This is an optimization exercise on Yosys and OpenROAD, whose aim is small area, a short achievable clock period and few clock cycles, not a production implementation.
Where RTL was checked, it was by simulation tests only, not by an equivalence proof against the original.
For runs 1, 2 and 4, only the layout was checked, not whether the RTL still works.

**run.sh**
```bash
#!/bin/bash
# synth_recipe.tcl (not shown) runs the flow's synth.tcl, then flattens the netlist and writes it again
# the make line also repeats each setting of config.mk as NAME=value (left out here)
make -C /OpenROAD-flow-scripts/flow DESIGN_CONFIG=/design/flow/config.mk WORK_HOME=/design/flow/orfs CLKGATE_MAP_FILE= SYNTH_SCRIPT=/design/flow/synth_recipe.tcl finish
```
**design.v**
```verilog
module gr_hue (
    input  wire [7:0] h,
    output wire [2:0] sx,
    output reg  [7:0] ca,
    output reg  [7:0] cb
);
    reg [7:0] third, two;
    always @(*) begin
        case (h[4:0])
            5'd0:  begin third = 8'd0;  two = 8'd0;   end
            5'd1:  begin third = 8'd2;  two = 8'd5;   end
            5'd2:  begin third = 8'd5;  two = 8'd10;  end
            5'd3:  begin third = 8'd7;  two = 8'd15;  end
            5'd4:  begin third = 8'd10; two = 8'd21;  end
            5'd5:  begin third = 8'd13; two = 8'd26;  end
            5'd6:  begin third = 8'd15; two = 8'd31;  end
            5'd7:  begin third = 8'd18; two = 8'd37;  end
            5'd8:  begin third = 8'd21; two = 8'd42;  end
            5'd9:  begin third = 8'd23; two = 8'd47;  end
            5'd10: begin third = 8'd26; two = 8'd53;  end
            5'd11: begin third = 8'd29; two = 8'd58;  end
            5'd12: begin third = 8'd31; two = 8'd63;  end
            5'd13: begin third = 8'd34; two = 8'd69;  end
            5'd14: begin third = 8'd37; two = 8'd74;  end
            5'd15: begin third = 8'd39; two = 8'd79;  end
            5'd16: begin third = 8'd42; two = 8'd85;  end
            5'd17: begin third = 8'd45; two = 8'd90;  end
            5'd18: begin third = 8'd47; two = 8'd95;  end
            5'd19: begin third = 8'd50; two = 8'd100; end
            5'd20: begin third = 8'd53; two = 8'd106; end
            5'd21: begin third = 8'd55; two = 8'd111; end
            5'd22: begin third = 8'd58; two = 8'd116; end
            5'd23: begin third = 8'd61; two = 8'd122; end
            5'd24: begin third = 8'd63; two = 8'd127; end
            5'd25: begin third = 8'd66; two = 8'd132; end
            5'd26: begin third = 8'd69; two = 8'd138; end
            5'd27: begin third = 8'd71; two = 8'd143; end
            5'd28: begin third = 8'd74; two = 8'd148; end
            5'd29: begin third = 8'd77; two = 8'd154; end
            5'd30: begin third = 8'd79; two = 8'd159; end
            default: begin third = 8'd82; two = 8'd164; end
        endcase
    end
    assign sx = h[7:5];
    always @(*) begin
        case (h[7:5])
            3'd0: begin ca = 8'd255 - third; cb = third;             end
            3'd1: begin ca = 8'd171;         cb = 8'd85 + third;     end
            3'd2: begin ca = 8'd171 - two;   cb = 8'd170 + third;    end
            3'd3: begin ca = 8'd255 - third; cb = third;             end
            3'd4: begin ca = 8'd171 - two;   cb = 8'd85 + two;       end
            3'd5: begin ca = third;          cb = 8'd255 - third;    end
            3'd6: begin ca = 8'd85 + third;  cb = 8'd171 - third;    end
            default: begin ca = 8'd170 + third; cb = 8'd85 - third;  end
        endcase
    end
endmodule
module gr_sat_chan (
    input  wire [7:0] c,
    input  wire [7:0] s,
    input  wire       s_lo,     
    input  wire       s_hi,     
    output wire [7:0] y
);
    wire [15:0] prod = c * s + {~s + 8'd1, 8'd0};
    assign y = s_hi ? c : (s_lo ? 8'd255 : prod[15:8]);
endmodule
module gr_val_chan (
    input  wire [7:0] c,
    input  wire [7:0] v,
    input  wire       v_lo,     
    input  wire       v_hi,     
    output wire [7:0] y
);
    wire [15:0] prod = c * v + 16'd256;
    assign y = v_hi ? c : (v_lo ? 8'd0 : prod[15:8]);
endmodule
module go_rainbow (
    input  wire        clk,
    input  wire        rst,            
    input  wire        step_valid,
    output wire        step_ready,
    input  wire [31:0] now,
    input  wire [7:0]  sat,
    input  wire [7:0]  val,
    output wire        pincfg_valid,
    output wire        pincfg_pin,     
    input  wire        pin_ack_valid,
    input  wire        pin_ack_ok,
    output reg         hb_en,          
    output reg         hb_level,
    output reg         idle_yield,
    output wire        px_valid,
    output wire [31:0] px_data,
    input  wire        px_ready,
    output reg  [1:0]  fault           
);
    reg        rdy;         
    reg        started;     
    reg        cfg_v;       
    reg        cfg_pin;
    reg        p1, p2;      
    reg        pxv;         
    reg  [3:0] cnt;         
    assign step_ready   = rdy;
    assign pincfg_valid = cfg_v;
    assign pincfg_pin   = cfg_pin;
    assign px_valid     = pxv;
    wire acc      = step_valid && rdy;
    wire acc_it   = acc && started;
    wire ack_fire = cfg_v && pin_ack_valid;
    wire px_fire  = pxv && px_ready;
    reg  [31:0] nq;
    reg  [8:0]  t0lo;
    reg  [4:0]  k5_hue, k5_fr;    
    reg  [7:0]  hue_offset;
    function [4:0] nib5(input [3:0] n);
        begin
            nib5[0] = (n == 4'd0) | (n == 4'd5) | (n == 4'd10) | (n == 4'd15);
            nib5[1] = (n == 4'd1) | (n == 4'd6) | (n == 4'd11);
            nib5[2] = (n == 4'd2) | (n == 4'd7) | (n == 4'd12);
            nib5[3] = (n == 4'd3) | (n == 4'd8) | (n == 4'd13);
            nib5[4] = (n == 4'd4) | (n == 4'd9) | (n == 4'd14);
        end
    endfunction
    function [4:0] add5(input [4:0] a, input [4:0] b);
        integer i, j;
        begin
            add5 = 5'd0;
            for (i = 0; i < 5; i = i + 1)
                for (j = 0; j < 5; j = j + 1)
                    if ((i + j) % 5 == 0) add5[0] = add5[0] | (a[i] & b[j]);
                    else if ((i + j) % 5 == 1) add5[1] = add5[1] | (a[i] & b[j]);
                    else if ((i + j) % 5 == 2) add5[2] = add5[2] | (a[i] & b[j]);
                    else if ((i + j) % 5 == 3) add5[3] = add5[3] | (a[i] & b[j]);
                    else add5[4] = add5[4] | (a[i] & b[j]);
        end
    endfunction
    wire [4:0] m5 = add5(add5(add5(nib5(nq[3:0]),   nib5(nq[7:4])),
                              add5(nib5(nq[11:8]),  nib5(nq[15:12]))),
                         add5(add5(nib5(nq[19:16]), nib5(nq[23:20])),
                              add5(nib5(nq[27:24]), nib5(nq[31:28]))));
    wire [4:0] m5n = {m5[1], m5[2], m5[3], m5[4], m5[0]};
    wire [8:0] d_hb = nq[8:0] - t0lo;
    wire [2:0] r8   = d_hb[2:0];
    wire [4:0] r5h  = add5(m5, k5_hue);
    wire [4:0] r5f  = add5(m5, k5_fr);
    wire [5:0] d_hue;
    wire [4:0] d_fr;
    assign d_hue =
        ({6{r5h[0]}} & ((r8 == 3'd0) ? 6'd0 : (r8 == 3'd1) ? 6'd25 : (r8 == 3'd2) ? 6'd10 : (r8 == 3'd3) ? 6'd35 : (r8 == 3'd4) ? 6'd20 : (r8 == 3'd5) ? 6'd5 : (r8 == 3'd6) ? 6'd30 : (r8 == 3'd7) ? 6'd15 : 6'd0))
      | ({6{r5h[1]}} & ((r8 == 3'd0) ? 6'd16 : (r8 == 3'd1) ? 6'd1 : (r8 == 3'd2) ? 6'd26 : (r8 == 3'd3) ? 6'd11 : (r8 == 3'd4) ? 6'd36 : (r8 == 3'd5) ? 6'd21 : (r8 == 3'd6) ? 6'd6 : (r8 == 3'd7) ? 6'd31 : 6'd0))
      | ({6{r5h[2]}} & ((r8 == 3'd0) ? 6'd32 : (r8 == 3'd1) ? 6'd17 : (r8 == 3'd2) ? 6'd2 : (r8 == 3'd3) ? 6'd27 : (r8 == 3'd4) ? 6'd12 : (r8 == 3'd5) ? 6'd37 : (r8 == 3'd6) ? 6'd22 : (r8 == 3'd7) ? 6'd7 : 6'd0))
      | ({6{r5h[3]}} & ((r8 == 3'd0) ? 6'd8 : (r8 == 3'd1) ? 6'd33 : (r8 == 3'd2) ? 6'd18 : (r8 == 3'd3) ? 6'd3 : (r8 == 3'd4) ? 6'd28 : (r8 == 3'd5) ? 6'd13 : (r8 == 3'd6) ? 6'd38 : (r8 == 3'd7) ? 6'd23 : 6'd0))
      | ({6{r5h[4]}} & ((r8 == 3'd0) ? 6'd24 : (r8 == 3'd1) ? 6'd9 : (r8 == 3'd2) ? 6'd34 : (r8 == 3'd3) ? 6'd19 : (r8 == 3'd4) ? 6'd4 : (r8 == 3'd5) ? 6'd29 : (r8 == 3'd6) ? 6'd14 : (r8 == 3'd7) ? 6'd39 : 6'd0));
    assign d_fr =
        ({5{r5f[0]}} & ((r8[1:0] == 2'd0) ? 5'd0 : (r8[1:0] == 2'd1) ? 5'd5 : (r8[1:0] == 2'd2) ? 5'd10 : (r8[1:0] == 2'd3) ? 5'd15 : 5'd0))
      | ({5{r5f[1]}} & ((r8[1:0] == 2'd0) ? 5'd16 : (r8[1:0] == 2'd1) ? 5'd1 : (r8[1:0] == 2'd2) ? 5'd6 : (r8[1:0] == 2'd3) ? 5'd11 : 5'd0))
      | ({5{r5f[2]}} & ((r8[1:0] == 2'd0) ? 5'd12 : (r8[1:0] == 2'd1) ? 5'd17 : (r8[1:0] == 2'd2) ? 5'd2 : (r8[1:0] == 2'd3) ? 5'd7 : 5'd0))
      | ({5{r5f[3]}} & ((r8[1:0] == 2'd0) ? 5'd8 : (r8[1:0] == 2'd1) ? 5'd13 : (r8[1:0] == 2'd2) ? 5'd18 : (r8[1:0] == 2'd3) ? 5'd3 : 5'd0))
      | ({5{r5f[4]}} & ((r8[1:0] == 2'd0) ? 5'd4 : (r8[1:0] == 2'd1) ? 5'd9 : (r8[1:0] == 2'd2) ? 5'd14 : (r8[1:0] == 2'd3) ? 5'd19 : 5'd0));
    wire [31:0] x = now;
    wire [31:0] y = ~nq;
    wire [31:0] p = x ^ y;
    wire [31:0] g = x & y;
    wire [31:0] t = x | y;
    wire [31:1] eqz = ~(p[31:1] ^ t[30:0]);
    wire [31:1] eqo =  (p[31:1] ^ g[30:0]);
    wire [9:0] lo9 = {1'b0, now[8:0]} + {1'b0, ~nq[8:0]} + 10'd1;
    wire [6:0] lo6 = {1'b0, now[5:0]} + {1'b0, ~nq[5:0]} + 7'd1;
    wire [5:0] lo5 = {1'b0, now[4:0]} + {1'b0, ~nq[4:0]} + 6'd1;
    wire z9 = (&eqz[31:10]) & (p[9] == lo9[9]);
    wire o9 = (&eqo[31:10]) & (p[9] != lo9[9]);
    wire z6 = (&eqz[31:7])  & (p[6] == lo6[6]);
    wire o6 = (&eqo[31:7])  & (p[6] != lo6[6]);
    wire z5 = (&eqz[31:6])  & (p[5] == lo5[5]);
    wire o5 = (&eqo[31:6])  & (p[5] != lo5[5]);
    wire [9:0] s_hb  = {1'b0, lo9[8:0]} + {1'b0, d_hb};
    wire [6:0] s_hue = {1'b0, lo6[5:0]} + {1'b0, d_hue};
    wire [5:0] s_fr  = {1'b0, lo5[4:0]} + {1'b0, d_fr};
    wire ovf_hue = o6 & s_hue[6];
    wire ovf_fr  = o5 & s_fr[5];
    wire due_hb  = !((z9 & !s_hb[9]) | (o9 & s_hb[9]));
    wire due_hue = !((z6 & !s_hue[6] & (s_hue[5:0] < 6'd40)) | ovf_hue);
    wire due_fr  = !((z5 & !s_fr[5]  & (s_fr[4:0]  < 5'd20)) | ovf_fr);
    wire w = now < nq;      
    function [4:0] upd5(input [4:0] k, input up, input dn);
        begin
            if (up && !dn)      upd5 = {k[3:0], k[4]};
            else if (dn && !up) upd5 = {k[0], k[4:1]};
            else                upd5 = k;
        end
    endfunction
    wire [7:0] hue_inc  = hue_offset + 8'd1;
    wire [7:0] hue_next = due_hue ? hue_inc : hue_offset;
    reg  [7:0]  hcur;                  
    reg  [7:0]  sat_q, val_q;
    reg  [2:0]  a_sx, b_sx;            
    reg  [7:0]  a_ca, a_cb;            
    reg  [7:0]  b_ca, b_cb;            
    reg  [7:0]  zc;                    
    reg  [7:0]  r_q, g_q, b_q;
    assign px_data = {r_q, g_q, b_q, 8'hFF};
    wire [2:0] h0_sx, h1_sx;
    wire [7:0] h0_ca, h0_cb, h1_ca, h1_cb;
    gr_hue u_hue0 (.h(rdy ? hue_offset : hcur), .sx(h0_sx), .ca(h0_ca), .cb(h0_cb));
    gr_hue u_hue1 (.h(hue_inc), .sx(h1_sx), .ca(h1_ca), .cb(h1_cb));
    wire s_lo = (sat_q == 8'd0);
    wire s_hi = (sat_q == 8'd255);
    wire v_lo = (val_q == 8'd0);
    wire v_hi = (val_q == 8'd255);
    wire [7:0] sa, sb;
    gr_sat_chan u_sat_a (.c(a_ca), .s(sat_q), .s_lo(s_lo), .s_hi(s_hi), .y(sa));
    gr_sat_chan u_sat_b (.c(a_cb), .s(sat_q), .s_lo(s_lo), .s_hi(s_hi), .y(sb));
    wire [7:0] z1 = s_lo ? 8'd255 : (s_hi ? 8'd0 : ~sat_q + 8'd1);
    wire [7:0] va, vb;
    gr_val_chan u_val_a (.c(p1 ? z1 : b_ca), .v(val_q), .v_lo(v_lo), .v_hi(v_hi), .y(va));
    gr_val_chan u_val_b (.c(b_cb), .v(val_q), .v_lo(v_lo), .v_hi(v_hi), .y(vb));
    wire adv = p1 || p2 || px_fire;
    always @(posedge clk) begin
        if (rst) begin
            rdy        <= 1'b1;
            started    <= 1'b0;
            cfg_v      <= 1'b0;
            cfg_pin    <= 1'b0;
            p1         <= 1'b0;
            p2         <= 1'b0;
            pxv        <= 1'b0;
            fault      <= 2'd0;
            hb_en      <= 1'b0;
            hb_level   <= 1'b0;
            idle_yield <= 1'b0;
            hue_offset <= 8'd0;
        end else begin
            idle_yield <= 1'b0;
            p1 <= 1'b0;
            p2 <= p1;
            if (acc && !started) begin
                started <= 1'b1;
                rdy     <= 1'b0;
                cfg_v   <= 1'b1;
                cfg_pin <= 1'b0;
            end
            if (ack_fire) begin
                if (!pin_ack_ok) begin
                    cfg_v <= 1'b0;
                    fault <= 2'd2;
                end else if (!cfg_pin) begin
                    cfg_pin <= 1'b1;
                end else begin
                    cfg_v <= 1'b0;
                    rdy   <= 1'b1;
                end
            end
            if (acc_it) begin
                hue_offset <= hue_next;
                if (due_hb) begin
                    hb_en    <= 1'b1;
                    hb_level <= !hb_level;
                end
                if (!due_hue && !due_hb && !due_fr)
                    idle_yield <= 1'b1;
                if (due_fr) begin
                    rdy <= 1'b0;
                    p1  <= 1'b1;
                end
            end
            if (p2)
                pxv <= 1'b1;
            if (px_fire && cnt == 4'd9) begin
                pxv <= 1'b0;
                rdy <= 1'b1;
            end
        end
    end
    always @(posedge clk) begin
        if (acc) begin
            nq <= now;
            if (!started)
                t0lo <= now[8:0];
        end
        if (cfg_v) begin
            k5_hue <= m5n;
            k5_fr  <= m5n;
        end else if (acc_it) begin
            k5_hue <= upd5(k5_hue, w, ovf_hue);
            k5_fr  <= upd5(k5_fr,  w, ovf_fr);
        end
        if (acc_it && due_fr) begin
            sat_q <= sat;
            val_q <= val;
            hcur  <= due_hue ? hue_offset + 8'd26 : hue_offset + 8'd25;
            a_sx  <= due_hue ? h1_sx : h0_sx;
            a_ca  <= due_hue ? h1_ca : h0_ca;
            a_cb  <= due_hue ? h1_cb : h0_cb;
        end
        if (p1)
            zc <= va;
        if (adv) begin
            hcur <= hcur + 8'd25;
            a_sx <= h0_sx;
            a_ca <= h0_ca;
            a_cb <= h0_cb;
            b_sx <= a_sx;
            b_ca <= sa;
            b_cb <= sb;
            cnt  <= p2 ? 4'd0 : cnt + 4'd1;
        end
        if (p2 || px_fire) begin
            case (b_sx)
                3'd0, 3'd1, 3'd2: begin r_q <= va; g_q <= vb; b_q <= zc; end
                3'd3, 3'd4:       begin r_q <= zc; g_q <= va; b_q <= vb; end
                default:          begin r_q <= va; g_q <= zc; b_q <= vb; end
            endcase
        end
    end
endmodule
```
**config.mk**
```make
export PLATFORM = sky130hd
export DESIGN_NAME = go_rainbow
export DESIGN_NICKNAME = go_rainbow
export VERILOG_FILES = /design/flow/design.v
export SDC_FILE = /design/flow/constraint.sdc
export NUM_CORES = 4
export LEC_CHECK = 0
export CAP_MARGIN = 20
export CORE_MARGIN = 2
export CORE_UTILIZATION = 40
export SLEW_MARGIN = 20
```
**constraint.sdc**
```tcl
create_clock -name core_clock -period 24.0 [get_ports {clk}]
set_input_delay 4.8000 -clock core_clock [delete_from_list [all_inputs] [get_ports {clk}]]
set_output_delay 4.8000 -clock core_clock [all_outputs]
set_load 0.01 [all_outputs]
```
==> results of run 1 <==
[path summary, 6_finish.rpt]
path / end / slack (ps) / cells after the start
worst max register to register: a_cb[2] / 15830 / 24
worst min-delay path: hb_en / 460 / 2
worst max-delay path: k5_fr[2] / 14570 / 22
worst min register to register: hb_en / 460 / 2
[per-layer routing]
metal  global-route usage (%)  share of wire [%]
met4                    6.166                2.0
met1                    27.68                 45
met3                    2.454                5.2
met2                    34.56                 48
met5                        0                  0
[layout by cell type, fill, tap and decap left out, drive strengths merged, types with 70 or more instances in the layout]
cell type	count
edfxtp	149
inv	345
xnor2	100
and2	157
ha	278
xor2	70
o21ai	143
nand2	308
clkdlybuf4s50	85
nor2	190
fa	169
nor3	71
a21oi	176
[metrics by stage]
step           cells  setup slack (ps)  utilization, %  hold slack, ps
6_report        3908             14570           43.48           459.8
5_1_grt         3908             14230           43.48           487.1
4_1_cts         3908             14490           43.47           463.5
3_5_place_dp    3876             13960           42.52           447.4
3_3_place_gp    3875             14020           42.52           439.7
2_1_floorplan   3077             15380               -           400.3
[worst register-to-register path, delay by kind of cell, from the launching register on]
family	cells	cell delay [ps]
AO/OA/AOI/OAI	14	3750
AND/OR/NAND/NOR	6	1820
flip-flops	1	1020
buffers and inverters	3	930
adder cells (fa/ha/maj)	1	380
[logic make-up (layout without fill, tap and decap cells)]
kind of cell / Yosys count / in the layout / share of synthesized area (%)
buffers and inverters: 519 / 495 / 8.110
multiplexers: 59 / 59 / 2.469
XOR/XNOR: 170 / 170 / 5.863
other: 2 / 9 / 0.02906
flip-flops: 168 / 168 / 18.79
adder cells (fa/ha/maj): 447 / 447 / 26.55
AND/OR/NAND/NOR: 991 / 991 / 19.67
AO/OA/AOI/OAI: 714 / 714 / 18.52
[final cells by class]
class / count / area share [%]
Multi-Input combinational cell: 2390 / 68.02
Sequential cell: 168 / 17.41
Inverter: 347 / 4.672
Timing Repair Buffer: 116 / 3.878
Tap cell: 855 / 3.837
Clock buffer: 22 / 1.665
Clock inverter: 10 / 0.5161
[state kept, by name, summed over array words and instances (netlist names), 3 cells and up]
signal	count
sat_q	8
b_ca	8
hue_offset	8
a_sx	3
zc	8
t0lo	9
a_cb	8
k5_fr	5
a_ca	8
b_cb	8
val_q	8
nq	32
b_sx	3
r_q	8
hcur	8
g_q	8
k5_hue	5
cnt	4
b_q	8
==> qor.yml, run 1 <==
area_delta_synth_final_pct: 7.882
postLayoutCellArea_um2: 27880
rsz0062_at_grt: "no"
vias_per_cell: 5.723
synthFlopType: "edfxtp_1"
grt_pass1_wl_um: 112300
yosysMostFrequentCell: "inv_1"
slowest_stage: "o21ai_0"
fp.coreArea_um2: 64120
hold_start: "hb_en"
die_y_um: 258.2
cp_top_family: "compound AO/OA/AOI/OAI gates"
post_cts_resized: 0
slowest_delay_ps: 600
finalWirelength_um: 68780
seq_area_frac_synth_pct: 18.79
synth_area_leaders: "edfxtp_1 (17%), ha_1 (13%), fa_1 (13%)"
synth_seq_cells: 168
ys_types: 105
fill_cells: 6235
drc: 0
timing.rr.start: "nq[4]"
cp.arrival_ps: 9550
grtUsageTotal_pct: 20.56
grt_max_degree: 38
post-cts-setup-buffers: 0
route.vias.total: 22370
initial_core_util_pct: 40.31
netlist_top_cells_count: "inv_1 (342), nand2_1 (307), ha_1 (278)"
cts.sink_count: 168
ios: 95
cp_max_fo: 5
crit_top_cell: "o21ai_0"
dpl_cell_area_um2: 27260
gr-total-overflow: 0
gp_congestion: 0.8982
antennaDiodeCount: 0
hold_class: "register to register"
drv_slew: 0
yosysTopAreaCell: "edfxtp_1"
antenna_found_initial: 0
hold_violations: 0
dp_hpwl_um: 52590
ctsHoldBuffers: 0
setup_tns_ps: 0
io_buffers: 85
crit_buf_inv: 3
syn_inst: 3070
multi_input_area_um2: 18960
async_reset_ff_share_pct: 0
routedWlPerCell_um: 17.60
fmax_mhz: 106.0
fin_nets: 3541
outcome: "no timing/DRC/antenna violations"
synth_edf_count: 149
path_clk_slew_ps: 70
cts_root_buffer: "clkbuf_16"
drive_gt1_share_pct: 5.110
final.setup_skew_ps: 11.42
period_share_pct: 39.31
tightest_slew_ps: 1135
slew_headroom_pct: 23.76
crit_type: "input port to register"
worst_setup_path_end_kind: "register"
maxCapViolations: 0
crit_path_start_kind: "input port"
post-route-min-period_ps: 9435
dieArea_um2: 66650
cts_tree: "yes"
cp_cell_sequence: "clkdlybuf4s50_1, inv_1, ha_1, inv_1, fa_1, a21o_1, a21oi_1, o21bai_1, a21oi_1, o21ai_0, a31oi_1, o21ai_0, a31oi_1, o21ai_0, a31oi_1, o21ai_0, a31oi_1, o21ai_0, a21oi_1, a41oi_1, xor2_1, o21ai_0"
drtIter0Drc: 1868
ant_nets: 0
first_pass_iters: 7
clockBufferDepth: 2
cp.required_ps: 24120
ff_latch_area_um2: 4855
cts-buffers-inserted: 17
startpoint: "now[0]"
synth_warnings: 2
setup_viol: 0
core.rowCount: 93
insertion_delay_ps: 490
synth_top_area_share_pct: 17.31
netlist_area_um2: 25840
grt_pass1_vias: 21810
syn_avg_cell_area_um2: 8.418
htree_levels: 4
die_x_um: 258.2
==> inputs of run 2 (changes only) <==
--- a/design.v
+++ b/design.v
@@ -4,43 +4,23 @@
     output reg  [7:0] ca,
     output reg  [7:0] cb
 );
-    reg [7:0] third, two;
-    always @(*) begin
-        case (h[4:0])
-            5'd0:  begin third = 8'd0;  two = 8'd0;   end
-            5'd1:  begin third = 8'd2;  two = 8'd5;   end
-            5'd2:  begin third = 8'd5;  two = 8'd10;  end
-            5'd3:  begin third = 8'd7;  two = 8'd15;  end
-            5'd4:  begin third = 8'd10; two = 8'd21;  end
-            5'd5:  begin third = 8'd13; two = 8'd26;  end
-            5'd6:  begin third = 8'd15; two = 8'd31;  end
-            5'd7:  begin third = 8'd18; two = 8'd37;  end
-            5'd8:  begin third = 8'd21; two = 8'd42;  end
-            5'd9:  begin third = 8'd23; two = 8'd47;  end
-            5'd10: begin third = 8'd26; two = 8'd53;  end
-            5'd11: begin third = 8'd29; two = 8'd58;  end
-            5'd12: begin third = 8'd31; two = 8'd63;  end
-            5'd13: begin third = 8'd34; two = 8'd69;  end
-            5'd14: begin third = 8'd37; two = 8'd74;  end
-            5'd15: begin third = 8'd39; two = 8'd79;  end
-            5'd16: begin third = 8'd42; two = 8'd85;  end
-            5'd17: begin third = 8'd45; two = 8'd90;  end
-            5'd18: begin third = 8'd47; two = 8'd95;  end
-            5'd19: begin third = 8'd50; two = 8'd100; end
-            5'd20: begin third = 8'd53; two = 8'd106; end
-            5'd21: begin third = 8'd55; two = 8'd111; end
-            5'd22: begin third = 8'd58; two = 8'd116; end
-            5'd23: begin third = 8'd61; two = 8'd122; end
-            5'd24: begin third = 8'd63; two = 8'd127; end
-            5'd25: begin third = 8'd66; two = 8'd132; end
-            5'd26: begin third = 8'd69; two = 8'd138; end
-            5'd27: begin third = 8'd71; two = 8'd143; end
-            5'd28: begin third = 8'd74; two = 8'd148; end
-            5'd29: begin third = 8'd77; two = 8'd154; end
-            5'd30: begin third = 8'd79; two = 8'd159; end
-            default: begin third = 8'd82; two = 8'd164; end
-        endcase
-    end
+    wire [7:0] third, two;
+    assign third[0] = (h[4:0] == 5'd2) | (h[4:0] == 5'd3) | (h[4:0] == 5'd5) | (h[4:0] == 5'd6) | (h[4:0] == 5'd8) | (h[4:0] == 5'd9) | (h[4:0] == 5'd11) | (h[4:0] == 5'd12) | (h[4:0] == 5'd14) | (h[4:0] == 5'd15) | (h[4:0] == 5'd17) | (h[4:0] == 5'd18) | (h[4:0] == 5'd20) | (h[4:0] == 5'd21) | (h[4:0] == 5'd23) | (h[4:0] == 5'd24) | (h[4:0] == 5'd26) | (h[4:0] == 5'd27) | (h[4:0] == 5'd29) | (h[4:0] == 5'd30);
+    assign third[1] = (h[4:0] == 5'd1) | (h[4:0] == 5'd3) | (h[4:0] == 5'd4) | (h[4:0] == 5'd6) | (h[4:0] == 5'd7) | (h[4:0] == 5'd9) | (h[4:0] == 5'd10) | (h[4:0] == 5'd12) | (h[4:0] == 5'd13) | (h[4:0] == 5'd15) | (h[4:0] == 5'd16) | (h[4:0] == 5'd18) | (h[4:0] == 5'd19) | (h[4:0] == 5'd21) | (h[4:0] == 5'd22) | (h[4:0] == 5'd24) | (h[4:0] == 5'd25) | (h[4:0] == 5'd27) | (h[4:0] == 5'd28) | (h[4:0] == 5'd30) | (h[4:0] == 5'd31);
+    assign third[2] = (h[4:0] == 5'd2) | (h[4:0] == 5'd3) | (h[4:0] == 5'd5) | (h[4:0] == 5'd6) | (h[4:0] == 5'd8) | (h[4:0] == 5'd9) | (h[4:0] == 5'd11) | (h[4:0] == 5'd12) | (h[4:0] == 5'd14) | (h[4:0] == 5'd15) | (h[4:0] == 5'd17) | (h[4:0] == 5'd18) | (h[4:0] == 5'd20) | (h[4:0] == 5'd21) | (h[4:0] == 5'd23) | (h[4:0] == 5'd24) | (h[4:0] == 5'd26) | (h[4:0] == 5'd27) | (h[4:0] == 5'd29) | (h[4:0] == 5'd30);
+    assign third[3] = (h[4:0] == 5'd4) | (h[4:0] == 5'd5) | (h[4:0] == 5'd6) | (h[4:0] == 5'd10) | (h[4:0] == 5'd11) | (h[4:0] == 5'd12) | (h[4:0] == 5'd16) | (h[4:0] == 5'd17) | (h[4:0] == 5'd18) | (h[4:0] == 5'd22) | (h[4:0] == 5'd23) | (h[4:0] == 5'd24) | (h[4:0] == 5'd28) | (h[4:0] == 5'd29) | (h[4:0] == 5'd30);
+    assign third[4] = (h[4:0] == 5'd7) | (h[4:0] == 5'd8) | (h[4:0] == 5'd9) | (h[4:0] == 5'd10) | (h[4:0] == 5'd11) | (h[4:0] == 5'd12) | (h[4:0] == 5'd19) | (h[4:0] == 5'd20) | (h[4:0] == 5'd21) | (h[4:0] == 5'd22) | (h[4:0] == 5'd23) | (h[4:0] == 5'd24) | (h[4:0] == 5'd31);
+    assign third[5] = (h[4:0] == 5'd13) | (h[4:0] == 5'd14) | (h[4:0] == 5'd15) | (h[4:0] == 5'd16) | (h[4:0] == 5'd17) | (h[4:0] == 5'd18) | (h[4:0] == 5'd19) | (h[4:0] == 5'd20) | (h[4:0] == 5'd21) | (h[4:0] == 5'd22) | (h[4:0] == 5'd23) | (h[4:0] == 5'd24);
+    assign third[6] = (h[4:0] == 5'd25) | (h[4:0] == 5'd26) | (h[4:0] == 5'd27) | (h[4:0] == 5'd28) | (h[4:0] == 5'd29) | (h[4:0] == 5'd30) | (h[4:0] == 5'd31);
+    assign third[7] = 1'b0;
+    assign two[0] = (h[4:0] == 5'd1) | (h[4:0] == 5'd3) | (h[4:0] == 5'd4) | (h[4:0] == 5'd6) | (h[4:0] == 5'd7) | (h[4:0] == 5'd9) | (h[4:0] == 5'd10) | (h[4:0] == 5'd12) | (h[4:0] == 5'd13) | (h[4:0] == 5'd15) | (h[4:0] == 5'd16) | (h[4:0] == 5'd18) | (h[4:0] == 5'd21) | (h[4:0] == 5'd24) | (h[4:0] == 5'd27) | (h[4:0] == 5'd30);
+    assign two[1] = (h[4:0] == 5'd2) | (h[4:0] == 5'd3) | (h[4:0] == 5'd5) | (h[4:0] == 5'd6) | (h[4:0] == 5'd8) | (h[4:0] == 5'd9) | (h[4:0] == 5'd11) | (h[4:0] == 5'd12) | (h[4:0] == 5'd14) | (h[4:0] == 5'd15) | (h[4:0] == 5'd17) | (h[4:0] == 5'd18) | (h[4:0] == 5'd20) | (h[4:0] == 5'd21) | (h[4:0] == 5'd23) | (h[4:0] == 5'd24) | (h[4:0] == 5'd26) | (h[4:0] == 5'd27) | (h[4:0] == 5'd29) | (h[4:0] == 5'd30);
+    assign two[2] = (h[4:0] == 5'd1) | (h[4:0] == 5'd3) | (h[4:0] == 5'd4) | (h[4:0] == 5'd6) | (h[4:0] == 5'd7) | (h[4:0] == 5'd9) | (h[4:0] == 5'd10) | (h[4:0] == 5'd12) | (h[4:0] == 5'd13) | (h[4:0] == 5'd15) | (h[4:0] == 5'd16) | (h[4:0] == 5'd18) | (h[4:0] == 5'd19) | (h[4:0] == 5'd21) | (h[4:0] == 5'd22) | (h[4:0] == 5'd24) | (h[4:0] == 5'd25) | (h[4:0] == 5'd27) | (h[4:0] == 5'd28) | (h[4:0] == 5'd30) | (h[4:0] == 5'd31);
+    assign two[3] = (h[4:0] == 5'd2) | (h[4:0] == 5'd3) | (h[4:0] == 5'd5) | (h[4:0] == 5'd6) | (h[4:0] == 5'd8) | (h[4:0] == 5'd9) | (h[4:0] == 5'd11) | (h[4:0] == 5'd12) | (h[4:0] == 5'd14) | (h[4:0] == 5'd15) | (h[4:0] == 5'd17) | (h[4:0] == 5'd18) | (h[4:0] == 5'd20) | (h[4:0] == 5'd21) | (h[4:0] == 5'd23) | (h[4:0] == 5'd24) | (h[4:0] == 5'd26) | (h[4:0] == 5'd27) | (h[4:0] == 5'd29) | (h[4:0] == 5'd30);
+    assign two[4] = (h[4:0] == 5'd4) | (h[4:0] == 5'd5) | (h[4:0] == 5'd6) | (h[4:0] == 5'd10) | (h[4:0] == 5'd11) | (h[4:0] == 5'd12) | (h[4:0] == 5'd16) | (h[4:0] == 5'd17) | (h[4:0] == 5'd18) | (h[4:0] == 5'd22) | (h[4:0] == 5'd23) | (h[4:0] == 5'd24) | (h[4:0] == 5'd28) | (h[4:0] == 5'd29) | (h[4:0] == 5'd30);
+    assign two[5] = (h[4:0] == 5'd7) | (h[4:0] == 5'd8) | (h[4:0] == 5'd9) | (h[4:0] == 5'd10) | (h[4:0] == 5'd11) | (h[4:0] == 5'd12) | (h[4:0] == 5'd19) | (h[4:0] == 5'd20) | (h[4:0] == 5'd21) | (h[4:0] == 5'd22) | (h[4:0] == 5'd23) | (h[4:0] == 5'd24) | (h[4:0] == 5'd31);
+    assign two[6] = (h[4:0] == 5'd13) | (h[4:0] == 5'd14) | (h[4:0] == 5'd15) | (h[4:0] == 5'd16) | (h[4:0] == 5'd17) | (h[4:0] == 5'd18) | (h[4:0] == 5'd19) | (h[4:0] == 5'd20) | (h[4:0] == 5'd21) | (h[4:0] == 5'd22) | (h[4:0] == 5'd23) | (h[4:0] == 5'd24);
+    assign two[7] = (h[4:0] == 5'd25) | (h[4:0] == 5'd26) | (h[4:0] == 5'd27) | (h[4:0] == 5'd28) | (h[4:0] == 5'd29) | (h[4:0] == 5'd30) | (h[4:0] == 5'd31);
     assign sx = h[7:5];
     always @(*) begin
         case (h[7:5])
@@ -195,23 +175,21 @@
     wire [7:0] hue_next = due_hue ? hue_inc : hue_offset;
     reg  [7:0]  hcur;                  
     reg  [7:0]  sat_q, val_q;
-    reg  [2:0]  a_sx, b_sx;            
-    reg  [7:0]  a_ca, a_cb;            
+    reg  [2:0]  b_sx;                  
     reg  [7:0]  b_ca, b_cb;            
     reg  [7:0]  zc;                    
     reg  [7:0]  r_q, g_q, b_q;
     assign px_data = {r_q, g_q, b_q, 8'hFF};
-    wire [2:0] h0_sx, h1_sx;
-    wire [7:0] h0_ca, h0_cb, h1_ca, h1_cb;
-    gr_hue u_hue0 (.h(rdy ? hue_offset : hcur), .sx(h0_sx), .ca(h0_ca), .cb(h0_cb));
-    gr_hue u_hue1 (.h(hue_inc), .sx(h1_sx), .ca(h1_ca), .cb(h1_cb));
+    wire [2:0] h_sx;
+    wire [7:0] h_ca, h_cb;
+    gr_hue u_hue (.h(hcur), .sx(h_sx), .ca(h_ca), .cb(h_cb));
     wire s_lo = (sat_q == 8'd0);
     wire s_hi = (sat_q == 8'd255);
     wire v_lo = (val_q == 8'd0);
     wire v_hi = (val_q == 8'd255);
     wire [7:0] sa, sb;
-    gr_sat_chan u_sat_a (.c(a_ca), .s(sat_q), .s_lo(s_lo), .s_hi(s_hi), .y(sa));
-    gr_sat_chan u_sat_b (.c(a_cb), .s(sat_q), .s_lo(s_lo), .s_hi(s_hi), .y(sb));
+    gr_sat_chan u_sat_a (.c(h_ca), .s(sat_q), .s_lo(s_lo), .s_hi(s_hi), .y(sa));
+    gr_sat_chan u_sat_b (.c(h_cb), .s(sat_q), .s_lo(s_lo), .s_hi(s_hi), .y(sb));
     wire [7:0] z1 = s_lo ? 8'd255 : (s_hi ? 8'd0 : ~sat_q + 8'd1);
     wire [7:0] va, vb;
     gr_val_chan u_val_a (.c(p1 ? z1 : b_ca), .v(val_q), .v_lo(v_lo), .v_hi(v_hi), .y(va));
@@ -289,19 +267,13 @@
         if (acc_it && due_fr) begin
             sat_q <= sat;
             val_q <= val;
-            hcur  <= due_hue ? hue_offset + 8'd26 : hue_offset + 8'd25;
-            a_sx  <= due_hue ? h1_sx : h0_sx;
-            a_ca  <= due_hue ? h1_ca : h0_ca;
-            a_cb  <= due_hue ? h1_cb : h0_cb;
+            hcur  <= hue_next;
         end
         if (p1)
             zc <= va;
         if (adv) begin
             hcur <= hcur + 8'd25;
-            a_sx <= h0_sx;
-            a_ca <= h0_ca;
-            a_cb <= h0_cb;
-            b_sx <= a_sx;
+            b_sx <= h_sx;
             b_ca <= sa;
             b_cb <= sb;
             cnt  <= p2 ? 4'd0 : cnt + 4'd1;
--- a/config.mk
+++ b/config.mk
@@ -5,6 +5,7 @@
 export SDC_FILE = /design/flow/constraint.sdc
 export NUM_CORES = 4
 export LEC_CHECK = 0
+export ABC_AREA = 1
 export CAP_MARGIN = 20
 export CORE_MARGIN = 2
 export CORE_UTILIZATION = 40
==> qor.yml, run 2 <==
synth_top_area_share_pct: 17.53
syn_avg_cell_area_um2: 7.186
dpl.cell_count: 3897
core.rowCount: 86
netlist_area_um2: 22260
syn_inst: 3098
cp.arrival_ps: 9320
fmax_mhz: 109.3
ant_nets: 0
place_ws_ps: 15020
synth_seq_cells: 149
layout_commonest_cell: "nand2_1"
grt_pass1_wl_um: 94880
final.setup_skew_ps: 29.42
maxCapViolations: 0
met1_length_um: 27690
drtIter0Drc: 1374
cp_max_fo: 16
yosysMostFrequentCell: "nand2_1"
routedWlPerCell_um: 14.62
async_reset_ff_share_pct: 0
wl_met2_um: 25460
synth_warnings: 2
utilization_pct: 44.45
worst_slack_ps: 14850
final_cells: 3929
htree_levels: 4
clockBufferDepth: 2
die_x_um: 239.9
final_cell_mix: "nand2_1 (757), inv_1 (576), nor2_1 (373), ha_1 (256), fa_1 (169)"
drv_slew: 0
cts_tree: "yes"
synth_edf_count: 130
fin_nets: 3647
io_buffers: 85
top_regs: "nq (32), t0lo (9)"
cp.required_ps: 24170
largest_reg_flops: 32
hold_violations: 0
first_pass_iters: 5
drc: 0
synthFlopType: "edfxtp_1"
slew_headroom_pct: 31.30
post-route-min-period_ps: 9146
ios: 95
setup_viol: 0
crit_path_start_kind: "register"
cts_root_buffer: "clkbuf_16"
cp_top_family: "compound AO/OA/AOI/OAI gates"
regMostFlops: "nq"
insertion_delay_ps: 500
fill_cells: 5755
tightest_slew_ps: 1020
synth_area_leaders: "edfxtp_1 (18%), fa_1 (15%), ha_1 (14%)"
die_y_um: 239.9
dp_hpwl_um: 45960
grt_max_degree: 33
worst_setup_path_end_kind: "register"
ff_latch_area_um2: 4284
maxUsedRoutingLayer: "met4"
route.vias.total: 19560
grt_pass1_vias: 18500
post_cts_resized: 0
gp_congestion: 0.9354
yosysTopAreaCell: "edfxtp_1"
finalWirelength_um: 57430
slowest_delay_ps: 560
dieArea_um2: 57560
fp.coreArea_um2: 55090
drive_gt1_share_pct: 5.344
hold_class: "register to register"
ys_types: 60
postLayoutCellArea_um2: 24490
outcome: "no timing/DRC/antenna violations"
ctsHoldBuffers: 0
cts.sink_count: 149
dpl_cell_area_um2: 23940
post-cts-setup-buffers: 0
area_delta_synth_final_pct: 10.00
rsz0062_at_grt: "no"
crit_type: "register to register"
antenna_found_initial: 0
vias_per_cell: 4.977
netlist_top_cells_count: "nand2_1 (757), inv_1 (576), nor2_1 (373)"
wl_met3_um: 3281
seq_area_frac_synth_pct: 19.24
hold_slack_ps: 464.1
cts-buffers-inserted: 17
period_share_pct: 38.11
gr-total-overflow: 0
initial_core_util_pct: 40.41
crit_buf_inv: 10
setup_tns_ps: 0
multi_input_area_um2: 15430
slowest_stage: "edfxtp_1"
antennaDiodeCount: 0
grtUsageTotal_pct: 20.61
path_clk_slew_ps: 80
==> run 2: cell count changes in the layout (fill, tap and decap cells not counted), sizes merged, moves of 32 or more <==
cell	delta
nand2	+484
inv	+280
nor2	+202
and2	-156
nand3	+104
a21oi	-95
xnor2	-72
nor3	-40
a22oi	-33
nor2b	-33
a31oi	-32
==> run 2: cell type report <==
type | count | share of cell area (%)
well taps | 748 | 3.822
repair buffers | 99 | 3.903
flip-flops and latches | 149 | 17.49
inverters | 623 | 9.549
clock inverters | 13 | 0.4598
clock buffers | 19 | 1.768
multi-input cells | 2278 | 63.01
==> run 2: final timing paths <==
kind                              start  endpoint  slack (ps)  depth (start not counted)
worst max-delay path            hcur[4]   b_cb[7]       14850                         42
worst min-delay path              hb_en     hb_en         460                          2
worst max register to register  hcur[4]   b_cb[7]       14850                         42
worst min register to register    hb_en     hb_en         460                          2
==> run 2: cell families after synthesis <==
group,count (synthesis),share of synthesized area [%]
compound gates,307,8.324
buf+inv,678,11.59
simple gates,1452,27.88
flops,149,19.24
other cells,2,0.03373
xor+xnor,85,3.344
fa+ha+maj,425,29.58
==> run 2: layer usage <==
metal	track usage, %	vias to the layer above
met2	32.65	532
met3	2.951	54
li1	-	9882
met4	5.439	0
met1	29.43	9088
met5	0	-
==> run 2: worst reg2reg max path, delay by kind of cell (launching register included) <==
kind / cells / cell delay (ps)
buffers and inverters: 10 / 1000
xor gates and xnor gates: 1 / 160
DFF: 1 / 560
adders and majority gates: 6 / 2520
AOI/OAI and AO/OA: 16 / 3220
and+or+nand+nor: 9 / 1360
==> inputs of run 3 (changes only) <==
--- a/design.v
+++ b/design.v
@@ -94,15 +94,6 @@
     reg  [8:0]  t0lo;
     reg  [4:0]  k5_hue, k5_fr;    
     reg  [7:0]  hue_offset;
-    function [4:0] nib5(input [3:0] n);
-        begin
-            nib5[0] = (n == 4'd0) | (n == 4'd5) | (n == 4'd10) | (n == 4'd15);
-            nib5[1] = (n == 4'd1) | (n == 4'd6) | (n == 4'd11);
-            nib5[2] = (n == 4'd2) | (n == 4'd7) | (n == 4'd12);
-            nib5[3] = (n == 4'd3) | (n == 4'd8) | (n == 4'd13);
-            nib5[4] = (n == 4'd4) | (n == 4'd9) | (n == 4'd14);
-        end
-    endfunction
     function [4:0] add5(input [4:0] a, input [4:0] b);
         integer i, j;
         begin
@@ -116,10 +107,15 @@
                     else add5[4] = add5[4] | (a[i] & b[j]);
         end
     endfunction
-    wire [4:0] m5 = add5(add5(add5(nib5(nq[3:0]),   nib5(nq[7:4])),
-                              add5(nib5(nq[11:8]),  nib5(nq[15:12]))),
-                         add5(add5(nib5(nq[19:16]), nib5(nq[23:20])),
-                              add5(nib5(nq[27:24]), nib5(nq[31:28]))));
+    wire [6:0] m5s = nq[3:0] + nq[7:4] + nq[11:8] + nq[15:12]
+                   + nq[19:16] + nq[23:20] + nq[27:24] + nq[31:28];
+    wire [4:0] m5t = m5s[6:4] + m5s[3:0];
+    wire [4:0] m5;
+    assign m5[0] = (m5t == 5'd0) | (m5t == 5'd5) | (m5t == 5'd10) | (m5t == 5'd15) | (m5t == 5'd20);
+    assign m5[1] = (m5t == 5'd1) | (m5t == 5'd6) | (m5t == 5'd11) | (m5t == 5'd16) | (m5t == 5'd21);
+    assign m5[2] = (m5t == 5'd2) | (m5t == 5'd7) | (m5t == 5'd12) | (m5t == 5'd17) | (m5t == 5'd22);
+    assign m5[3] = (m5t == 5'd3) | (m5t == 5'd8) | (m5t == 5'd13) | (m5t == 5'd18);
+    assign m5[4] = (m5t == 5'd4) | (m5t == 5'd9) | (m5t == 5'd14) | (m5t == 5'd19);
     wire [4:0] m5n = {m5[1], m5[2], m5[3], m5[4], m5[0]};
     wire [8:0] d_hb = nq[8:0] - t0lo;
     wire [2:0] r8   = d_hb[2:0];
@@ -163,7 +159,30 @@
     wire due_hb  = !((z9 & !s_hb[9]) | (o9 & s_hb[9]));
     wire due_hue = !((z6 & !s_hue[6] & (s_hue[5:0] < 6'd40)) | ovf_hue);
     wire due_fr  = !((z5 & !s_fr[5]  & (s_fr[4:0]  < 5'd20)) | ovf_fr);
-    wire w = now < nq;      
+    wire [15:0] wg1, wp1;
+    wire [7:0]  wg2, wp2;
+    wire [3:0]  wg3, wp3;
+    wire [1:0]  wg4, wp4;
+    genvar gi;
+    generate
+        for (gi = 0; gi < 16; gi = gi + 1) begin : w_l1
+            assign wg1[gi] = g[2*gi+1] | (t[2*gi+1] & g[2*gi]);
+            assign wp1[gi] = t[2*gi+1] & t[2*gi];
+        end
+        for (gi = 0; gi < 8; gi = gi + 1) begin : w_l2
+            assign wg2[gi] = wg1[2*gi+1] | (wp1[2*gi+1] & wg1[2*gi]);
+            assign wp2[gi] = wp1[2*gi+1] & wp1[2*gi];
+        end
+        for (gi = 0; gi < 4; gi = gi + 1) begin : w_l3
+            assign wg3[gi] = wg2[2*gi+1] | (wp2[2*gi+1] & wg2[2*gi]);
+            assign wp3[gi] = wp2[2*gi+1] & wp2[2*gi];
+        end
+        for (gi = 0; gi < 2; gi = gi + 1) begin : w_l4
+            assign wg4[gi] = wg3[2*gi+1] | (wp3[2*gi+1] & wg3[2*gi]);
+            assign wp4[gi] = wp3[2*gi+1] & wp3[2*gi];
+        end
+    endgenerate
+    wire w = !(wg4[1] | (wp4[1] & (wg4[0] | wp4[0])));
     function [4:0] upd5(input [4:0] k, input up, input dn);
         begin
             if (up && !dn)      upd5 = {k[3:0], k[4]};
==> qor.yml, run 3 <==
outcome: "no timing/DRC/antenna violations"
insertion_delay_ps: 480
synthMuxAreaShare_pct: 0
ios: 95
synth_top_family_by_area: "adder cells"
setup_tns_ps: 0
maxCapViolations: 0
grtUsageTotal_pct: 20.36
setup_viol: 0
ctsHoldBuffers: 0
utilization_pct: 44.65
drtIter0Drc: 1319
cp_max_fo: 16
tightest_slew_ps: 1154
synth_xor_xnor_area_share_pct: 3.455
synth_area_leaders: "edfxtp_1 (18%), fa_1 (18%), ha_1 (16%)"
drv_slew: 0
slowest_stage: "inv_1"
finalWirelength_um: 54790
cp.required_ps: 24110
fmax_mhz: 117.5
async_reset_ff_share_pct: 0
slowest_delay_ps: 670
io_buffers: 85
timing.rr.start: "nq[6]"
largest_reg_flops: 32
hold_slack_ps: 474.7
synth-compound-area-share_pct: 8.426
cts_tree: "yes"
cts_root_buffer: "clkbuf_16"
post_cts_resized: 0
synth-simple-area-share_pct: 22.04
grt_pass1_vias: 17640
synth_seq_cells: 149
ys_types: 66
place_ws_ps: 15290
antenna_found_initial: 1
yosysMostFrequentCell: "inv_1"
hold-path-cell-count: 2
crit_top_cell: "inv_1"
synth-adder-area-share_pct: 34.07
syn_inst: 2717
hold_path_end: "started"
rsz0062_at_grt: "no"
worst_r2r_endpoint: "val_q[3]"
antennaDiodeCount: 0
core.rowCount: 84
regMostFlops: "nq"
period_share_pct: 35.45
synthFlopType: "edfxtp_1"
dieArea_um2: 55090
reg2regPathDepth: 40
synth_edf_count: 130
gp_congestion: 0.9709
die_y_um: 234.7
synth_warnings: 2
synth_top_area_share_pct: 18.33
gr-total-overflow: 0
area_delta_synth_final_pct: 10.21
crit_path_start_kind: "register"
dp_hpwl_um: 44690
ff2ff_setup_slack_ps: 15490
hold_start: "started"
post-route-min-period_ps: 8508
post-cts-setup-buffers: 0
clockBufferDepth: 2
vias_per_cell: 5.084
seq_area_frac_synth_pct: 20.12
routedWlPerCell_um: 15.71
fp.coreArea_um2: 52550
htree_levels: 4
grt_pass1_wl_um: 91150
cts-buffers-inserted: 17
first_pass_iters: 5
slew_headroom_pct: 22.90
netlist_area_um2: 21290
worst_slack_ps: 15490
cp_top_family: "adder cells"
initial_core_util_pct: 40.52
drive_gt1_share_pct: 4.716
final_cell_mix: "inv_1 (586), nand2_1 (490), nor2_1 (298), ha_1 (271), fa_1 (193)"
hold_class: "register to register"
yosysTopAreaCell: "edfxtp_1"
drc: 0
ant_nets: 0
crit_type: "register to register"
top_regs: "nq (32), t0lo (9)"
cts.sink_count: 149
worst_setup_path_end_kind: "register"
path_clk_slew_ps: 70
route.vias.total: 17730
fin_nets: 3305
crit_buf_inv: 11
hold_violations: 0
cp.arrival_ps: 8610
layout_commonest_cell: "inv_1"
netlist_top_cells_count: "inv_1 (586), nand2_1 (490), nor2_1 (298)"
syn_avg_cell_area_um2: 7.837
grt_max_degree: 33
die_x_um: 234.7
final.setup_skew_ps: 23.43
==> run 3: stage by stage <==
stage | std cells | cell area [um^2]
global route | 3487 | 23470
global placement | 3456 | 22870
CTS | 3487 | 23470
finish | 3487 | 23470
detailed placement | 3456 | 22870
floorplan | 2724 | 21320
==> run 3: worst max path at each step <==
stage / from / slack [ps] / cells after the start / to
final: nq[6] / 15490 / 40 / val_q[3]
after global routing: nq[6] / 14950 / 42 / val_q[3]
after CTS: nq[6] / 15500 / 38 / val_q[3]
after detailed placement: now[0] / 15290 / 18 / val_q[3]
after global placement: now[0] / 15440 / 18 / val_q[2]
after floorplan: now[2] / 16450 / 18 / k5_hue[0]
==> run 3: layer usage <==
metal	vias to the layer above	part of all wire (%)	global-route usage, %
li1	8736	-	-
met1	8405	45	27.23
met2	503	48	33.91
met3	83	4.8	2.984
met4	2	2.3	6.425
met5	-	0.024	0
==> run 3: cells by family (layout without fill, tap and decap cells) <==
family          count (synthesis)  count (layout)
compound gates                287             287
xor+xnor                       84              84
fa+ha+maj                     464             464
buf+inv                       658             733
flops                         149             149
other cells                     2               9
simple gates                 1073            1073
==> run 3: cell type report <==
class | instances | area (um^2)
Tap cell | 688 | 860.8
Clock inverter | 14 | 171.4
Timing Repair Buffer | 96 | 933.4
Fill cell | 5208 | 29080
Inverter | 606 | 2280
Clock buffer | 17 | 425.4
Sequential cell | 149 | 4284
Multi-Input combinational cell | 1917 | 14510
==> run 3: worst register-to-register path: cells and delay by family, from the launching register on <==
kind,cells,cell delay [ps]
fa+ha+maj,9,3740
simple gates,16,1920
buf+inv,11,1430
flops,1,480
compound gates,3,380
xor+xnor,1,190
Testbench counts of run 3, summed over its fixed seeds: cycles 51,432.
==> inputs of run 4 (changes only) <==
--- a/design.v
+++ b/design.v
@@ -107,15 +107,21 @@
                     else add5[4] = add5[4] | (a[i] & b[j]);
         end
     endfunction
-    wire [6:0] m5s = nq[3:0] + nq[7:4] + nq[11:8] + nq[15:12]
-                   + nq[19:16] + nq[23:20] + nq[27:24] + nq[31:28];
-    wire [4:0] m5t = m5s[6:4] + m5s[3:0];
-    wire [4:0] m5;
-    assign m5[0] = (m5t == 5'd0) | (m5t == 5'd5) | (m5t == 5'd10) | (m5t == 5'd15) | (m5t == 5'd20);
-    assign m5[1] = (m5t == 5'd1) | (m5t == 5'd6) | (m5t == 5'd11) | (m5t == 5'd16) | (m5t == 5'd21);
-    assign m5[2] = (m5t == 5'd2) | (m5t == 5'd7) | (m5t == 5'd12) | (m5t == 5'd17) | (m5t == 5'd22);
-    assign m5[3] = (m5t == 5'd3) | (m5t == 5'd8) | (m5t == 5'd13) | (m5t == 5'd18);
-    assign m5[4] = (m5t == 5'd4) | (m5t == 5'd9) | (m5t == 5'd14) | (m5t == 5'd19);
+    wire [5:0] m5s0 = nq[3:0] + nq[7:4] + nq[11:8] + nq[15:12];
+    wire [4:0] m5h0;
+    assign m5h0[0] = (m5s0 == 6'd0) | (m5s0 == 6'd5) | (m5s0 == 6'd10) | (m5s0 == 6'd15) | (m5s0 == 6'd20) | (m5s0 == 6'd25) | (m5s0 == 6'd30) | (m5s0 == 6'd35) | (m5s0 == 6'd40) | (m5s0 == 6'd45) | (m5s0 == 6'd50) | (m5s0 == 6'd55) | (m5s0 == 6'd60);
+    assign m5h0[1] = (m5s0 == 6'd1) | (m5s0 == 6'd6) | (m5s0 == 6'd11) | (m5s0 == 6'd16) | (m5s0 == 6'd21) | (m5s0 == 6'd26) | (m5s0 == 6'd31) | (m5s0 == 6'd36) | (m5s0 == 6'd41) | (m5s0 == 6'd46) | (m5s0 == 6'd51) | (m5s0 == 6'd56);
+    assign m5h0[2] = (m5s0 == 6'd2) | (m5s0 == 6'd7) | (m5s0 == 6'd12) | (m5s0 == 6'd17) | (m5s0 == 6'd22) | (m5s0 == 6'd27) | (m5s0 == 6'd32) | (m5s0 == 6'd37) | (m5s0 == 6'd42) | (m5s0 == 6'd47) | (m5s0 == 6'd52) | (m5s0 == 6'd57);
+    assign m5h0[3] = (m5s0 == 6'd3) | (m5s0 == 6'd8) | (m5s0 == 6'd13) | (m5s0 == 6'd18) | (m5s0 == 6'd23) | (m5s0 == 6'd28) | (m5s0 == 6'd33) | (m5s0 == 6'd38) | (m5s0 == 6'd43) | (m5s0 == 6'd48) | (m5s0 == 6'd53) | (m5s0 == 6'd58);
+    assign m5h0[4] = (m5s0 == 6'd4) | (m5s0 == 6'd9) | (m5s0 == 6'd14) | (m5s0 == 6'd19) | (m5s0 == 6'd24) | (m5s0 == 6'd29) | (m5s0 == 6'd34) | (m5s0 == 6'd39) | (m5s0 == 6'd44) | (m5s0 == 6'd49) | (m5s0 == 6'd54) | (m5s0 == 6'd59);
+    wire [5:0] m5s1 = nq[19:16] + nq[23:20] + nq[27:24] + nq[31:28];
+    wire [4:0] m5h1;
+    assign m5h1[0] = (m5s1 == 6'd0) | (m5s1 == 6'd5) | (m5s1 == 6'd10) | (m5s1 == 6'd15) | (m5s1 == 6'd20) | (m5s1 == 6'd25) | (m5s1 == 6'd30) | (m5s1 == 6'd35) | (m5s1 == 6'd40) | (m5s1 == 6'd45) | (m5s1 == 6'd50) | (m5s1 == 6'd55) | (m5s1 == 6'd60);
+    assign m5h1[1] = (m5s1 == 6'd1) | (m5s1 == 6'd6) | (m5s1 == 6'd11) | (m5s1 == 6'd16) | (m5s1 == 6'd21) | (m5s1 == 6'd26) | (m5s1 == 6'd31) | (m5s1 == 6'd36) | (m5s1 == 6'd41) | (m5s1 == 6'd46) | (m5s1 == 6'd51) | (m5s1 == 6'd56);
+    assign m5h1[2] = (m5s1 == 6'd2) | (m5s1 == 6'd7) | (m5s1 == 6'd12) | (m5s1 == 6'd17) | (m5s1 == 6'd22) | (m5s1 == 6'd27) | (m5s1 == 6'd32) | (m5s1 == 6'd37) | (m5s1 == 6'd42) | (m5s1 == 6'd47) | (m5s1 == 6'd52) | (m5s1 == 6'd57);
+    assign m5h1[3] = (m5s1 == 6'd3) | (m5s1 == 6'd8) | (m5s1 == 6'd13) | (m5s1 == 6'd18) | (m5s1 == 6'd23) | (m5s1 == 6'd28) | (m5s1 == 6'd33) | (m5s1 == 6'd38) | (m5s1 == 6'd43) | (m5s1 == 6'd48) | (m5s1 == 6'd53) | (m5s1 == 6'd58);
+    assign m5h1[4] = (m5s1 == 6'd4) | (m5s1 == 6'd9) | (m5s1 == 6'd14) | (m5s1 == 6'd19) | (m5s1 == 6'd24) | (m5s1 == 6'd29) | (m5s1 == 6'd34) | (m5s1 == 6'd39) | (m5s1 == 6'd44) | (m5s1 == 6'd49) | (m5s1 == 6'd54) | (m5s1 == 6'd59);
+    wire [4:0] m5 = add5(m5h0, m5h1);
     wire [4:0] m5n = {m5[1], m5[2], m5[3], m5[4], m5[0]};
     wire [8:0] d_hb = nq[8:0] - t0lo;
     wire [2:0] r8   = d_hb[2:0];
@@ -240,13 +246,15 @@
             end
             if (ack_fire) begin
                 if (!pin_ack_ok) begin
-                    cfg_v <= 1'b0;
-                    fault <= 2'd2;
+                    cfg_v   <= 1'b0;
+                    cfg_pin <= 1'b0;
+                    fault   <= 2'd2;
                 end else if (!cfg_pin) begin
                     cfg_pin <= 1'b1;
                 end else begin
-                    cfg_v <= 1'b0;
-                    rdy   <= 1'b1;
+                    cfg_v   <= 1'b0;
+                    cfg_pin <= 1'b0;
+                    rdy     <= 1'b1;
                 end
             end
             if (acc_it) begin
@@ -283,7 +291,7 @@
             k5_hue <= upd5(k5_hue, w, ovf_hue);
             k5_fr  <= upd5(k5_fr,  w, ovf_fr);
         end
-        if (acc_it && due_fr) begin
+        if (rdy) begin
             sat_q <= sat;
             val_q <= val;
             hcur  <= hue_next;
==> qor.yml, run 4 <==
outcome: "no timing/DRC/antenna violations"
crit_top_cell: "inv_1"
cp_max_fo: 15
synthMuxAreaShare_pct: 0
insertion_delay_ps: 490
syn_inst: 2870
cp.required_ps: 24200
area_delta_synth_final_pct: 9.746
ctsHoldBuffers: 0
post-route-min-period_ps: 8638
dieArea_um2: 56060
setup_viol: 0
slowest_stage: "o22ai_1"
synth_top_area_share_pct: 18.01
path_clk_slew_ps: 70
htree_levels: 4
hold_class: "register to register"
synth_seq_cells: 149
grtUsageTotal_pct: 21.46
first_pass_iters: 6
drc: 0
synth_area_leaders: "edfxtp_1 (18%), fa_1 (17%), ha_1 (16%)"
die_y_um: 236.8
layout_commonest_cell: "inv_1"
grt_pass1_wl_um: 96800
route.vias.total: 18740
netlist_top_cells_count: "inv_1 (600), nand2_1 (543), nor2_1 (326)"
regMostFlops: "nq"
ys_types: 62
final_cells: 3642
drv_slew: 0
ios: 95
vias_per_cell: 5.144
startpoint: "hcur[4]"
fmax_mhz: 115.8
grt_pass1_vias: 18860
routedWlPerCell_um: 16.01
die_x_um: 236.8
cts_root_buffer: "clkbuf_16"
fp.coreArea_um2: 53710
synth-simple-area-share_pct: 23.62
maxCapViolations: 0
hold_violations: 0
crit_path_start_kind: "register"
syn_avg_cell_area_um2: 7.551
seq_area_frac_synth_pct: 19.77
rsz0062_at_grt: "no"
period_share_pct: 35.99
cts_tree: "yes"
initial_core_util_pct: 40.35
tightest_slew_ps: 1038
crit_type: "register to register"
yosysMostFrequentCell: "inv_1"
fill_cells: 5420
hold_start: "started"
antenna_found_initial: 1
clockBufferDepth: 2
io_buffers: 85
dp_hpwl_um: 47270
synthFlopType: "edfxtp_1"
dpl.cell_count: 3610
yosysTopAreaCell: "edfxtp_1"
netlist_area_um2: 21670
async_reset_ff_share_pct: 0
slowest_delay_ps: 720
post-cts-setup-buffers: 0
ant_nets: 0
drtIter0Drc: 1414
synth_xor_xnor_area_share_pct: 3.476
slew_headroom_pct: 30.17
synth_top_family_by_area: "adder cells"
drive_gt1_share_pct: 3.360
core.rowCount: 85
timing.rr.start: "hcur[4]"
setup_tns_ps: 0
final_cell_mix: "inv_1 (600), nand2_1 (542), nor2_1 (325), ha_1 (271), fa_1 (185)"
antennaDiodeCount: 0
gp_congestion: 0.8999
grt_max_degree: 33
post_cts_resized: 0
top_regs: "nq (32), t0lo (9)"
cp.arrival_ps: 8840
cts.sink_count: 149
synth_edf_count: 130
synth_warnings: 2
worst_setup_path_end_kind: "register"
hold_slack_ps: 475.5
gr-total-overflow: 0
synth-compound-area-share_pct: 8.585
synth-adder-area-share_pct: 32.73
largest_reg_flops: 32
cts-buffers-inserted: 17
finalWirelength_um: 58320
final.setup_skew_ps: 17.18
fin_nets: 3443
## run 4: changes by cell type in the layout (fill, tap and decap cells not counted), sizes merged, moves of 16 or more
| cell | previous run | this run |
|---|---|---|
| o21ai | 96 | 119 |
| nand3 | 129 | 165 |
| nor2 | 307 | 335 |
| nand2 | 520 | 565 |
| nand4 | 16 | 39 |
| a21oi | 63 | 79 |
## run 4: layout make-up
type | count | area (um^2) | area share [%]
inverters | 615 | 2308 | 9.706
flip-flops and latches | 149 | 4284 | 18.01
clock buffers | 17 | 425.4 | 1.789
well taps | 696 | 870.8 | 3.661
clock inverters | 15 | 120.1 | 0.5050
multi-input cells | 2058 | 14870 | 62.53
repair buffers | 92 | 903.4 | 3.798
## run 4: final timing paths
check        endpoint  slack, ps  cells after the start
max           b_ca[7]      15360                     35
min reg2reg   started        480                      2
min           started        480                      2
max reg2reg   b_ca[7]      15360                     35
## run 4: logic make-up (layout without fill, tap and decap cells)
logic type / count (synthesis) / count (layout)
AO/OA/AOI/OAI: 312 / 312
XOR/XNOR: 86 / 86
other: 2 / 9
AND/OR/NAND/NOR: 1195 / 1195
buffers and inverters: 670 / 739
flip-flops: 149 / 149
adder cells (fa/ha/maj): 456 / 456
## run 4: routing by layer
metal | global-route usage (%) | wire length [um]
met3 | 3.264 | 2874
met2 | 36.52 | 28010
met5 | 0 | 0
met4 | 6.003 | 1008
met1 | 28.32 | 26420
## run 4: metrics by stage
step	setup WS, ps	util, %	instance area, um^2
floorplan	16380	-	21700
global placement	15250	43.25	23230
detailed placement	15230	43.25	23230
CTS	15450	44.26	23770
global route	14490	44.28	23780
finish	15360	44.28	23780
## run 4: critical path, delay by kind of cell (launching register included)
kind	cells	cell delay [ps]
adder cells (fa/ha/maj)	6	2770
AO/OA/AOI/OAI	11	2180
AND/OR/NAND/NOR	11	2090
flip-flops	1	630
buffers and inverters	6	600
XOR/XNOR	1	80

afterwards: timing with drivers on the ports:
The results above use ideal ports. As a check the final layouts listed here were re-extracted and re-timed, cells and wires unchanged. Step 1, drivers: a clkbuf_16 drives clk and a buf_2 each remaining input, both assumed. Step 2, shift: input delay + t, output delay - t, t = (earliest + latest rising clock arrival at the registers) / 2. This alone moves slack from input paths to output paths. Three values: ideal ports, drivers, drivers and shift; two values: the first two.
run | t, ns | slack for setup (ns) | worst hold slack (ns) | clock arrival spread, ns | cell pins on the clock port's net
run 1 | 0.542 | 14.565 / 14.602 / 14.060 | 0.460 / 0.460 / 0.460 | 0.015 / 0.015 | 1
run 2 | 0.540 | 14.854 / 14.854 / 14.854 | 0.464 / 0.464 / 0.464 | 0.029 / 0.030 | 1
run 3 | 0.529 | 15.492 / 15.492 / 15.321 | 0.475 / 0.475 / 0.475 | 0.023 / 0.024 | 1
run 4 | 0.533 | 15.362 / 15.362 / 15.208 | 0.476 / 0.476 / 0.476 | 0.020 / 0.020 | 1
After both steps every run listed still meets setup and hold. The setup slack of run 1, which loses most, moves by +0.037 ns with the drivers and by -0.505 ns with both steps.
